Context: an optimization exercise on an open-source flow, tuned for small area, a short achievable clock period and few clock cycles. The choices shown serve that exercise and are no tape-out recipe. Only simulation tests tie the RTL to the original design; equivalence was not proved. Power is estimated from default activity; no workload was simulated.

Setup of north:
## pec_temp_core
module pec_temp_core (
    input  wire        clk,
    input  wire        rst,       
    input  wire        req,
    input  wire        we,
    input  wire [5:0]  addr,      
    input  wire [1:0]  size,      
    input  wire [3:0]  be,        
    input  wire [31:0] wdata,
    output wire        ready,
    output reg  [31:0] rdata,
    output wire        err
);
Size in the first run: roughly 2400 cells after synthesis, roughly 160 flip-flops, ~82 I/O pins, ~16000 sq um of cells after synthesis.
Settings: LEC_CHECK=0, ABC_AREA=1, CAP_MARGIN=20, CORE_MARGIN=2, CORE_UTILIZATION=50, SLEW_MARGIN=20; clock period 36.0 ns.
standard.sh (not shown) runs the stock make flow with config.mk's settings and CLKGATE_MAP_FILE= SYNTH_SCRIPT=/design/flow/synth_recipe.tcl, a recipe that flattens the netlist after the stock synthesis.
==> flow/flow/run.sh <==
#!/bin/bash
# Own layout flow: the standard flow (standard.sh, all ORFS steps unchanged) with
#  - the combinational logic mapped by ABC for area (no full-adder extraction),
#  - every port buffered (as the standard flow does) with buf_2 instead of the
#    default port buffer cell,
#  - repair_timing asked for extra setup slack, so that it sizes up the
#    critical paths (the clock period and constraints are the standard flow's, unchanged).
# Each step's full output goes to a log file in this folder.
set -euo pipefail
work=$PWD
rm -rf "$work/scripts_area"
cp -r "$FLOW_HOME/scripts" "$work/scripts_area"
printf 'strash\ndch -f\namap\ntopo\nstime -c\n' > "$work/scripts_area/abc_area.script"
export SCRIPTS_DIR="$work/scripts_area"
export ADDER_MAP_FILE=
export SETUP_SLACK_MARGIN=20.0
export BUFFER_PORTS_ARGS="-buffer_cell sky130_fd_sc_hd__buf_2"
bash standard.sh synth > "$work/log_synth.txt" 2>&1
bash standard.sh floorplan > "$work/log_floorplan.txt" 2>&1
bash standard.sh place > "$work/log_place.txt" 2>&1
bash standard.sh cts > "$work/log_cts.txt" 2>&1
bash standard.sh route > "$work/log_route.txt" 2>&1
bash standard.sh finish > "$work/log_finish.txt" 2>&1
Testbench counts of north, summed over its fixed seeds: cycles 30,641.
#### Input delta (south over north)
-- flow/flow/run.sh --
<<< north, line 2
# Own layout flow: the standard flow (standard.sh, all ORFS steps unchanged) with
#  - the combinational logic mapped by ABC for area (no full-adder extraction),
#  - every port buffered (as the standard flow does) with buf_2 instead of the
>>> south, line 2
# Own layout flow: the standard flow (standard.sh, all ORFS steps unchanged) with
#  - the combinational logic optimised and mapped by ABC for area (no full-adder
#    extraction),
#  - every port buffered (as the standard flow does) with buf_2 instead of the
<<< north, line 12
cp -r "$FLOW_HOME/scripts" "$work/scripts_area"
printf 'strash\ndch -f\namap\ntopo\nstime -c\n' > "$work/scripts_area/abc_area.script"
export SCRIPTS_DIR="$work/scripts_area"
>>> south, line 13
cp -r "$FLOW_HOME/scripts" "$work/scripts_area"
printf 'strash\n&get -n\n&deepsyn -T 60\n&put\ndch -f\namap -F 5\ntopo\nstime -c\n' > "$work/scripts_area/abc_area.script"
export SCRIPTS_DIR="$work/scripts_area"
### Flow results
Setup slack ended up 0.059 ns lower on south than on north. A end of the critical path of rdata[4] is what north shows, while rdata[3] belongs to south. Looking only at number of rows in the core area, and setting everything else aside, the lower value of south and north goes to south. In south, the switching part of the total power came out 1.2 points below the value in north.

========
Another version of the RTL of pec_temp_core (not shown whole).
For scale: roughly 82 I/O pins.
Settings: LEC_CHECK=0, ABC_AREA=1, CAP_MARGIN=20, CORE_MARGIN=2, CORE_UTILIZATION=65, CTS_BUF_LIST=sky130_fd_sc_hd__clkbuf_4 sky130_fd_sc_hd__clkbuf_8, SLEW_MARGIN=20; clock period 36.0 ns.
==> flow/flow/run.sh <==
#!/bin/bash
# Own layout flow: the standard flow (standard.sh, all ORFS steps unchanged) with
#  - the combinational logic optimised and mapped by ABC for area (no full-adder
#    extraction),
#  - every port buffered (as the standard flow does) with buf_2 instead of the
#    default port buffer cell,
#  - repair_timing asked for extra setup slack, so that it sizes up the
#    critical paths (the clock period and constraints are the standard flow's, unchanged).
# Each step's full output goes to a log file in this folder.
set -euo pipefail
work=$PWD
rm -rf "$work/scripts_area"
cp -r "$FLOW_HOME/scripts" "$work/scripts_area"
printf 'strash\n&get -n\n&deepsyn -T 60\n&put\ndch -f\namap -F 5\ntopo\nstime -c\n' > "$work/scripts_area/abc_area.script"
export SCRIPTS_DIR="$work/scripts_area"
export ADDER_MAP_FILE=
export SETUP_SLACK_MARGIN=20.0
export BUFFER_PORTS_ARGS="-buffer_cell sky130_fd_sc_hd__buf_2"
bash standard.sh synth > "$work/log_synth.txt" 2>&1
bash standard.sh floorplan > "$work/log_floorplan.txt" 2>&1
bash standard.sh place > "$work/log_place.txt" 2>&1
bash standard.sh cts > "$work/log_cts.txt" 2>&1
bash standard.sh route > "$work/log_route.txt" 2>&1
bash standard.sh finish > "$work/log_finish.txt" 2>&1
The starting point ran to the end with no violations.
Testbench counts at the start, summed over its fixed seeds: cycles 30,641.
==> next run, changes <==
--- a/flow/config.mk
+++ b/flow/config.mk
@@ -9,5 +9,5 @@
 export CAP_MARGIN = 20
 export CORE_MARGIN = 2
-export CORE_UTILIZATION = 65
+export CORE_UTILIZATION = 50
 export CTS_BUF_LIST = sky130_fd_sc_hd__clkbuf_4 sky130_fd_sc_hd__clkbuf_8
 export SLEW_MARGIN = 20
Power drops by a few percent. Routed wire length climbs by a few percent. Setup slack degrades by 11 ps. Fmax barely changes. Clock power drops by about a fifth. First-iteration DRC count drops by a quarter to a third. Critical path depth drops by 3. Worst hold slack degrades by 23 ps. Clock skew climbs by 5.9 ps.

separate check: timing with driven ports:
No port has a modelled driver above. Below, the same layouts with a new extraction and two added sets of constraints. Step 1 (the two cells are an assumption about what drives the block):
set clk [get_ports {clk}]
set_driving_cell -lib_cell sky130_fd_sc_hd__clkbuf_16 $clk
set_driving_cell -lib_cell sky130_fd_sc_hd__buf_2 [delete_from_list [all_inputs] $clk]
Step 2 times the ports against the registers' clock, not the clock port: input delays grow and output delays shrink by t, the midpoint of the rising clock arrivals with the driver on. a / b / c = ideal / step 1 / step 2; a / b = the first two.
run | shift t [ns] | slack for setup (ns) | worst setup path at the end | cell pins on the clock port's net
north | 0.491 | 20.022 / 19.950 / 19.950 | input to output | 1
south | 0.494 | 19.963 / 19.893 / 19.893 | input to output | 1
the first run of note 2 | 0.514 | 19.955 / 19.897 / 19.897 | input to output | 1
the second run of note 2 | 0.531 | 19.945 / 19.885 / 19.885 | input to output | 1
After both steps every run listed still meets setup and hold. For north, which loses most, drivers alone change the setup slack by -0.072 ns; drivers and shift together by -0.072 ns.
